Source: an optimization exercise on an open RTL-to-GDS flow (aim: small area, a short achievable clock period and few clock cycles). Production flows keep margins and buffers that such runs may drop. At most, simulation tests tie the RTL to the original design; equivalence was not proved. Power is estimated from default activity; no workload was simulated.

== main ==
==> flow/design.v <==
module palidx4_engine (
    input  wire        clk,
    input  wire        rst,
    input  wire        start,
    input  wire [1:0]  op,
    input  wire [15:0] len,
    input  wire        transp_en,
    input  wire [31:0] transp_color,
    input  wire [31:0] start_index,
    input  wire        pix_valid,
    input  wire [31:0] pix_data,
    output wire        pix_ready,
    output reg         out_valid,
    output reg  [7:0]  out_byte,
    output wire        busy,
    output reg         done,
    output reg  [3:0]  err,
    output wire [15:0] err_info,
    output wire [4:0]  pal_count
);
    localparam OP_BUILD  = 2'd0;
    localparam OP_MAP4   = 2'd1;
    localparam OP_PALSER = 2'd2;
    localparam OP_PACK16 = 2'd3;
    function [4:0] scale5;
        input [7:0] c;
        reg [12:0] p, q;
        begin
            p = {c, 5'd0} - {5'd0, c};
            q = p + 13'd1 + {8'd0, p[12:8]};
            scale5 = q[12:8];
        end
    endfunction
    reg        busy_q;
    reg        m_build, m_map, m_pal, m_pack;    
    reg        pr_q;                             
    reg [31:0] pix_q;                            
    reg        pv_q;                             
    reg        tins_q;                           
    reg        hp_q;                             
    reg [15:0] rem;                              
    reg [15:0] idx;                              
    reg [15:0] eidx;                             
    reg        e1_seen;                          
    reg        si_seen;                          
    reg [3:0]  si_lo;
    reg        si_big;
    reg        have_lo;
    reg [3:0]  lo_nib;
    reg [4:0]  q;                                
    reg        ph;                               
    reg [7:0]  hi_reg;
    reg [4:0]  cnt;
    reg [31:0] pal [0:15];
    assign busy      = busy_q;
    assign pix_ready = pr_q;
    assign err_info  = eidx;
    assign pal_count = cnt;
    wire take_cmd = start & ~busy_q;
    reg [15:0] vmask;
    reg [15:0] match;
    integer k;
    always @(*) begin
        for (k = 0; k < 16; k = k + 1) begin
            vmask[k] = ({1'b0, cnt} + k) >= 6'd16;
            match[k] = vmask[k] & (pal[k] == pix_q);
        end
    end
    wire hit = |match;
    wire [3:0] pos = {|match[15:8], |{match[15:12], match[7:4]},
                      |{match[15:14], match[11:10], match[7:6], match[3:2]},
                      |{match[15], match[13], match[11], match[9], match[7], match[5], match[3], match[1]}};
    wire [5:0] c2   = {1'b0, cnt} + {2'b0, si_lo};
    wire [5:0] ssum = c2 + {2'd0, pos};
    wire [3:0] s_nib = ssum[3:0];
    wire si_hi = si_big | ssum[5];
    wire rem0 = (rem == 16'd0);
    wire rem1 = (rem == 16'd1);
    wire b_new  = m_build & pv_q & ~hit & ~e1_seen;
    wire full   = cnt[4];
    wire ins    = (b_new & ~full) | tins_q;
    wire ovf    = b_new & full;
    wire nf     = m_map & pv_q & ~hit;
    wire sie    = m_map & pv_q & hit & si_hi;
    wire e1_now = ovf | nf;
    wire e1_any = e1_seen | e1_now;
    wire si_any = si_seen | sie;
    wire [3:0] cntm1   = cnt[3:0] - 4'd1;
    wire pal_last      = q[4] & ph & (q[3:0] == cntm1);
    wire pal_rot       = m_pal & ~(cnt == 5'd0) & (~q[4] | ph);
    wire finish = busy_q & (
                  ((m_build | m_map) & (rem0 | (pv_q & rem1))) |
                  (m_pal & ((cnt == 5'd0) | pal_last)) |
                  (m_pack & rem0));
    wire [31:0] cw = m_pal ? pal[0] : pix_q;
    wire [4:0]  r5 = scale5(cw[31:24]);
    wire [4:0]  g5 = scale5(cw[23:16]);
    wire [4:0]  b5 = scale5(cw[15:8]);
    wire        a1 = m_pal ? 1'b0 : (cw[7:0] != 8'd0);
    integer i;
    wire shift = ins | pal_rot;
    always @(posedge clk) begin
        if (shift) begin
            for (i = 0; i < 15; i = i + 1)
                pal[i] <= pal[i + 1];
            pal[15] <= m_pal ? pal[0] : pix_q;
        end
    end
    always @(posedge clk) begin
        pix_q  <= busy_q ? pix_data : transp_color;
        hi_reg <= {a1, b5, g5[4:3]};
        if (!busy_q) begin
            rem    <= len;
            si_lo  <= start_index[3:0];
            si_big <= |start_index[31:4];
            q      <= cnt;
        end else begin
            rem <= rem - {15'd0, pv_q};
            if (pal_rot)
                q <= q + 5'd1;
        end
        idx     <= busy_q ? idx + {15'd0, pv_q} : 16'd0;
        if (busy_q & ((e1_now & ~e1_seen) | (sie & ~si_seen & ~e1_seen)))
            eidx <= idx;
        e1_seen <= busy_q & e1_any;
        si_seen <= busy_q & si_any;
        have_lo <= busy_q & (have_lo ^ (m_map & pv_q));
        if (pv_q & ~have_lo)
            lo_nib <= s_nib;
        ph      <= busy_q & m_pal & q[4] & ~ph;
        hp_q    <= busy_q & m_pack & pv_q;
        err     <= e1_any ? (m_build ? 4'd3 : 4'd4) : (si_any ? 4'd5 : 4'd0);
        if (m_map & pv_q & have_lo)
            out_byte <= {s_nib, lo_nib};
        else if (hp_q)
            out_byte <= hi_reg;
        else if (m_pal & ph)
            out_byte <= {1'b0, b5, g5[4:3]};
        else
            out_byte <= {g5[2:0], r5};
    end
    always @(posedge clk) begin
        if (rst) begin
            busy_q    <= 1'b0;
            m_build   <= 1'b0;
            m_map     <= 1'b0;
            m_pal     <= 1'b0;
            m_pack    <= 1'b0;
            pr_q      <= 1'b0;
            pv_q      <= 1'b0;
            tins_q    <= 1'b0;
            done      <= 1'b0;
            out_valid <= 1'b0;
            cnt       <= 5'd0;
        end else begin
            pv_q      <= pix_valid & pr_q;
            done      <= finish;
            out_valid <= busy_q & ((m_map & pv_q & have_lo) | hp_q |
                                   (m_pal & q[4] & (cnt != 5'd0)) | (m_pack & pv_q));
            tins_q    <= take_cmd & (op == OP_BUILD) & transp_en;
            if (take_cmd) begin
                busy_q  <= 1'b1;
                m_build <= (op == OP_BUILD);
                m_map   <= (op == OP_MAP4);
                m_pal   <= (op == OP_PALSER);
                m_pack  <= (op == OP_PACK16);
                pr_q    <= (op != OP_PALSER);
                if (op == OP_BUILD)
                    cnt <= 5'd0;
            end else begin
                if (finish) begin
                    busy_q  <= 1'b0;
                    m_build <= 1'b0;
                    m_map   <= 1'b0;
                    m_pal   <= 1'b0;
                    m_pack  <= 1'b0;
                end
                pr_q <= busy_q & ~finish & ~(m_pack & pix_valid & pr_q);
                if (finish & m_build & e1_any)
                    cnt <= 5'd0;
                else if (ins)
                    cnt <= cnt + 5'd1;
            end
        end
    end
endmodule
Settings: LEC_CHECK=0, CAP_MARGIN=20, CORE_MARGIN=2, CORE_UTILIZATION=40, SETUP_SLACK_MARGIN=5, SLEW_MARGIN=20; clock period 11.0 ns.
run.sh (not shown) runs the stock make flow with config.mk's settings and CLKGATE_MAP_FILE= SYNTH_SCRIPT=/design/flow/synth_recipe.tcl, a recipe that flattens the netlist after the stock synthesis.
main finished all stages; the layout is clean.
Testbench counts of main, summed over its fixed seeds: cycles 30,153.
[inputs] the feature branch vs main
--- a/flow/design.v
+++ b/flow/design.v
@@ -21,17 +21,25 @@
     localparam OP_BUILD  = 2'd0;
     localparam OP_MAP4   = 2'd1;
     localparam OP_PALSER = 2'd2;
     localparam OP_PACK16 = 2'd3;
     function [4:0] scale5;
         input [7:0] c;
-        reg [12:0] p, q;
+        reg ge;
         begin
-            p = {c, 5'd0} - {5'd0, c};
-            q = p + 13'd1 + {8'd0, p[12:8]};
-            scale5 = q[12:8];
+            case (c[2:0])
+            3'd0:    ge = c[7:3] >= 5'd1;
+            3'd1:    ge = c[7:3] >= 5'd5;
+            3'd2:    ge = c[7:3] >= 5'd9;
+            3'd3:    ge = c[7:3] >= 5'd14;
+            3'd4:    ge = c[7:3] >= 5'd18;
+            3'd5:    ge = c[7:3] >= 5'd23;
+            3'd6:    ge = c[7:3] >= 5'd27;
+            default: ge = 1'b0;
+            endcase
+            scale5 = c[7:3] - {4'd0, ge};
         end
     endfunction
     reg        busy_q;
     reg        m_build, m_map, m_pal, m_pack;    
     reg        pr_q;                             
     reg [31:0] pix_q;                            
@@ -54,37 +62,42 @@
     reg [31:0] pal [0:15];
     assign busy      = busy_q;
     assign pix_ready = pr_q;
     assign err_info  = eidx;
     assign pal_count = cnt;
     wire take_cmd = start & ~busy_q;
-    reg [15:0] vmask;
+    wire [5:0] c2 = {1'b0, cnt} + {2'b0, si_lo};
+    reg [15:0] vmask, simask;
     reg [15:0] match;
+    reg [15:0] eq_in;
+    reg [15:0] eq_q;
+    reg        byp_q, sh_q;
+    wire [15:0] eq_adj = sh_q ? {byp_q, eq_q[15:1]} : eq_q;
     integer k;
     always @(*) begin
         for (k = 0; k < 16; k = k + 1) begin
-            vmask[k] = ({1'b0, cnt} + k) >= 6'd16;
-            match[k] = vmask[k] & (pal[k] == pix_q);
-        end
-    end
-    wire hit = |match;
+            vmask[k]  = ({1'b0, cnt} + k) >= 6'd16;
+            simask[k] = si_big | ((c2 + k) >= 6'd32);
+            eq_in[k]  = (pal[k] == pix_data);
+            match[k]  = vmask[k] & eq_adj[k];
+        end
+    end
+    wire hit   = |match;
+    wire si_hi = |(match & simask);
     wire [3:0] pos = {|match[15:8], |{match[15:12], match[7:4]},
                       |{match[15:14], match[11:10], match[7:6], match[3:2]},
                       |{match[15], match[13], match[11], match[9], match[7], match[5], match[3], match[1]}};
-    wire [5:0] c2   = {1'b0, cnt} + {2'b0, si_lo};
-    wire [5:0] ssum = c2 + {2'd0, pos};
-    wire [3:0] s_nib = ssum[3:0];
-    wire si_hi = si_big | ssum[5];
+    wire [3:0] s_nib = c2[3:0] + pos;
     wire rem0 = (rem == 16'd0);
     wire rem1 = (rem == 16'd1);
     wire b_new  = m_build & pv_q & ~hit & ~e1_seen;
     wire full   = cnt[4];
     wire ins    = (b_new & ~full) | tins_q;
     wire ovf    = b_new & full;
     wire nf     = m_map & pv_q & ~hit;
-    wire sie    = m_map & pv_q & hit & si_hi;
+    wire sie    = m_map & pv_q & si_hi;
     wire e1_now = ovf | nf;
     wire e1_any = e1_seen | e1_now;
     wire si_any = si_seen | sie;
     wire [3:0] cntm1   = cnt[3:0] - 4'd1;
     wire pal_last      = q[4] & ph & (q[3:0] == cntm1);
     wire pal_rot       = m_pal & ~(cnt == 5'd0) & (~q[4] | ph);
@@ -105,12 +118,15 @@
                 pal[i] <= pal[i + 1];
             pal[15] <= m_pal ? pal[0] : pix_q;
         end
     end
     always @(posedge clk) begin
         pix_q  <= busy_q ? pix_data : transp_color;
+        eq_q   <= eq_in;
+        byp_q  <= (pix_data == pix_q);
+        sh_q   <= shift;
         hi_reg <= {a1, b5, g5[4:3]};
         if (!busy_q) begin
             rem    <= len;
             si_lo  <= start_index[3:0];
             si_big <= |start_index[31:4];
             q      <= cnt;
### Flow results
- From main to the feature branch the numbers moved as follows: switching fraction of total power shrank by 1.9 points, total non-filler cell area in the finished layout went up by 1.5%, sequential area share after synthesis picked up an extra 0.45 points, non-clock buffer count fell 1.5%.
- The feature branch vs main: sequential standard cell area up in the feature branch
- Compared with main, in the feature branch post-detailed-route via-to-cell ratio decreased about 2.2%, clock power increased about 8%, setup TNS essentially unchanged.
Testbench counts of the feature branch, summed over its fixed seeds: cycles 30,153.

Another version of the RTL of palidx4_engine (not shown whole).
For scale: ~2,300 cells after synthesis, roughly 160 I/O pins, about 30,000 um2 of cells after synthesis.
Settings: LEC_CHECK=0, CAP_MARGIN=20, CORE_MARGIN=2, CORE_UTILIZATION=40, SLEW_MARGIN=20; clock period 11.0 ns.
standard.sh (not shown) runs the stock make flow with config.mk's settings and CLKGATE_MAP_FILE= SYNTH_SCRIPT=/design/flow/synth_recipe.tcl, a recipe that flattens the netlist after the stock synthesis.
==> flow/flow/run.sh <==
#!/bin/bash
# Standard ORFS layout (the standard.sh), with repair_timing aimed at a
# tighter setup target and plain buffers on the ports.
set -euo pipefail
bash standard.sh SETUP_SLACK_MARGIN=7.7 CORE_UTILIZATION=55 \
  "BUFFER_PORTS_ARGS=-buffer_cell sky130_fd_sc_hd__buf_2" \
  CTS_CLUSTER_SIZE=20 CTS_CLUSTER_DIAMETER=60 \
  finish > standard_flow.log 2>&1
Then changed:
--- a/flow/design.v
+++ b/flow/design.v
@@ -60,36 +60,35 @@
     reg [4:0]  q;                                
     reg        ph;                               
     reg [7:0]  hi_reg;
     reg [4:0]  cnt;
     reg [4:0]  pc_q;                             
     reg [31:0] pal [0:15];
     assign busy      = busy_q;
     assign pix_ready = pr_q;
     assign err_info  = ei_q;
     assign pal_count = pc_q;
     wire take_cmd = start & ~busy_q;
     wire act = m_build | m_map | m_pal | m_pack;
-    reg  [5:0] c2;                               
-    reg [15:0] vm_q;                             
+    wire [5:0] c2 = {1'b0, cnt} + {2'b0, si_lo};
     reg [15:0] vmask, simask;
     reg [15:0] match;
     reg [15:0] eq_in;
     reg [15:0] eq_q;
     reg        byp_q, sh_q;
     wire [15:0] eq_adj = sh_q ? {byp_q, eq_q[15:1]} : eq_q;
     integer k;
     always @(*) begin
         for (k = 0; k < 16; k = k + 1) begin
-            vmask[k]  = vm_q[k];
+            vmask[k]  = ({1'b0, cnt} + k) >= 6'd16;
             simask[k] = si_big | ((c2 + k) >= 6'd32);
             eq_in[k]  = (pal[k] == pix_data);
             match[k]  = vmask[k] & eq_adj[k];
         end
     end
     wire hit   = |match;
     wire si_hi = |(match & simask);
     wire [3:0] pos = {|match[15:8], |{match[15:12], match[7:4]},
                       |{match[15:14], match[11:10], match[7:6], match[3:2]},
                       |{match[15], match[13], match[11], match[9], match[7], match[5], match[3], match[1]}};
     wire [3:0] s_nib = c2[3:0] + pos;
     wire rem0 = (rem == 16'd0);
@@ -118,25 +117,24 @@
     wire        a1 = m_pal ? 1'b0 : (cw[7:0] != 8'd0);
     integer i;
     wire shift = ins | pal_rot;
     always @(posedge clk) begin
         if (shift) begin
             for (i = 0; i < 15; i = i + 1)
                 pal[i] <= pal[i + 1];
             pal[15] <= m_pal ? pal[0] : pix_q;
         end
     end
     always @(posedge clk) begin
         pix_q  <= act ? pix_data : transp_color;
-        c2     <= {1'b0, cnt} + {2'b0, si_lo};
         eq_q   <= eq_in;
         byp_q  <= (pix_data == pix_q);
         sh_q   <= shift;
         hi_reg <= {a1, b5, g5[4:3]};
         if (!act) begin
             rem    <= len;
             si_lo  <= start_index[3:0];
             si_big <= |start_index[31:4];
             q      <= cnt;
         end else begin
             rem <= rem - {15'd0, pv_q};
             if (pal_rot)
@@ -167,53 +165,47 @@
         if (rst) begin
             busy_q    <= 1'b0;
             m_build   <= 1'b0;
             m_map     <= 1'b0;
             m_pal     <= 1'b0;
             m_pack    <= 1'b0;
             pr_q      <= 1'b0;
             pv_q      <= 1'b0;
             tins_q    <= 1'b0;
             done      <= 1'b0;
             out_valid <= 1'b0;
             cnt       <= 5'd0;
-            vm_q      <= 16'd0;
             pc_q      <= 5'd0;
         end else begin
             if (finish & m_build)
                 pc_q <= e1_any ? 5'd0 : cnt + {4'd0, ins};
             pv_q      <= pix_valid & pr_q;
             done      <= finish;
             out_valid <= act & ((m_map & pv_q & have_lo) | hp_q |
                                    (m_pal & q[4] & (cnt != 5'd0)) | (m_pack & pv_q));
             tins_q    <= take_cmd & (op == OP_BUILD) & transp_en;
             if (take_cmd) begin
                 busy_q  <= 1'b1;
                 m_build <= (op == OP_BUILD);
                 m_map   <= (op == OP_MAP4);
                 m_pal   <= (op == OP_PALSER);
                 m_pack  <= (op == OP_PACK16);
                 pr_q    <= (op != OP_PALSER);
-                if (op == OP_BUILD) begin
-                    cnt  <= 5'd0;
-                    vm_q <= 16'd0;
-                end
+                if (op == OP_BUILD)
+                    cnt <= 5'd0;
             end else begin
                 if (finish) begin
                     busy_q  <= 1'b0;
                     m_build <= 1'b0;
                     m_map   <= 1'b0;
                     m_pal   <= 1'b0;
                     m_pack  <= 1'b0;
                 end
                 pr_q <= act & ~m_pal & ~finish & ~(m_pack & pix_valid & pr_q);
-                if (finish & m_build & e1_any) begin
-                    cnt  <= 5'd0;
-                    vm_q <= 16'd0;
-                end else if (ins) begin
-                    cnt  <= cnt + 5'd1;
-                    vm_q <= {1'b1, vm_q[15:1]};
-                end
+                if (finish & m_build & e1_any)
+                    cnt <= 5'd0;
+                else if (ins)
+                    cnt <= cnt + 5'd1;
             end
         end
     end
 endmodule
Non-clock buffer count came out higher by 101.
Clock skew stays flat.
Final area came out higher by a few percent.
Final cell count came out higher by a few percent.
Area after synthesis came out lower slightly.
Count of clock-buffer cells in the layout is unchanged.
Power came out lower by a few percent.
Sequential share of layout area came out lower by 3.9 points.
Combinational power came out higher by a little under a tenth.
No functional check of the RTL was part of any run of this note.

what the ideal ports hide:
No port has a modelled driver above. Below, the same layouts with a new extraction and two added sets of constraints. Step 1 sets driving cells, clkbuf_16 on the clock port and buf_2 on the other inputs (assumed; they add their load-dependent delay and slew). Step 2, shift: input delay + t, output delay - t, t = (earliest + latest rising clock arrival at the registers) / 2. This alone moves slack from input paths to output paths. a / b / c = ideal / step 1 / step 2; a / b = the first two.
run | shift t [ns] | setup slack, ns | worst slew at a driven data input, ns
main | 0.669 | 5.685 / 5.685 / 5.685 | 0.06
the feature branch | 0.668 | 5.815 / 5.815 / 5.815 | 0.09
the first run of note 2 | 0.667 | 7.656 / 7.671 / 7.026 | 0.06
the second run of note 2 | 0.681 | 7.650 / 7.650 / 7.065 | 0.06
After both steps setup and hold are still met in every run listed. The setup slack of the first run of note 2, which loses most, moves by +0.015 ns with the drivers and by -0.630 ns with both steps.
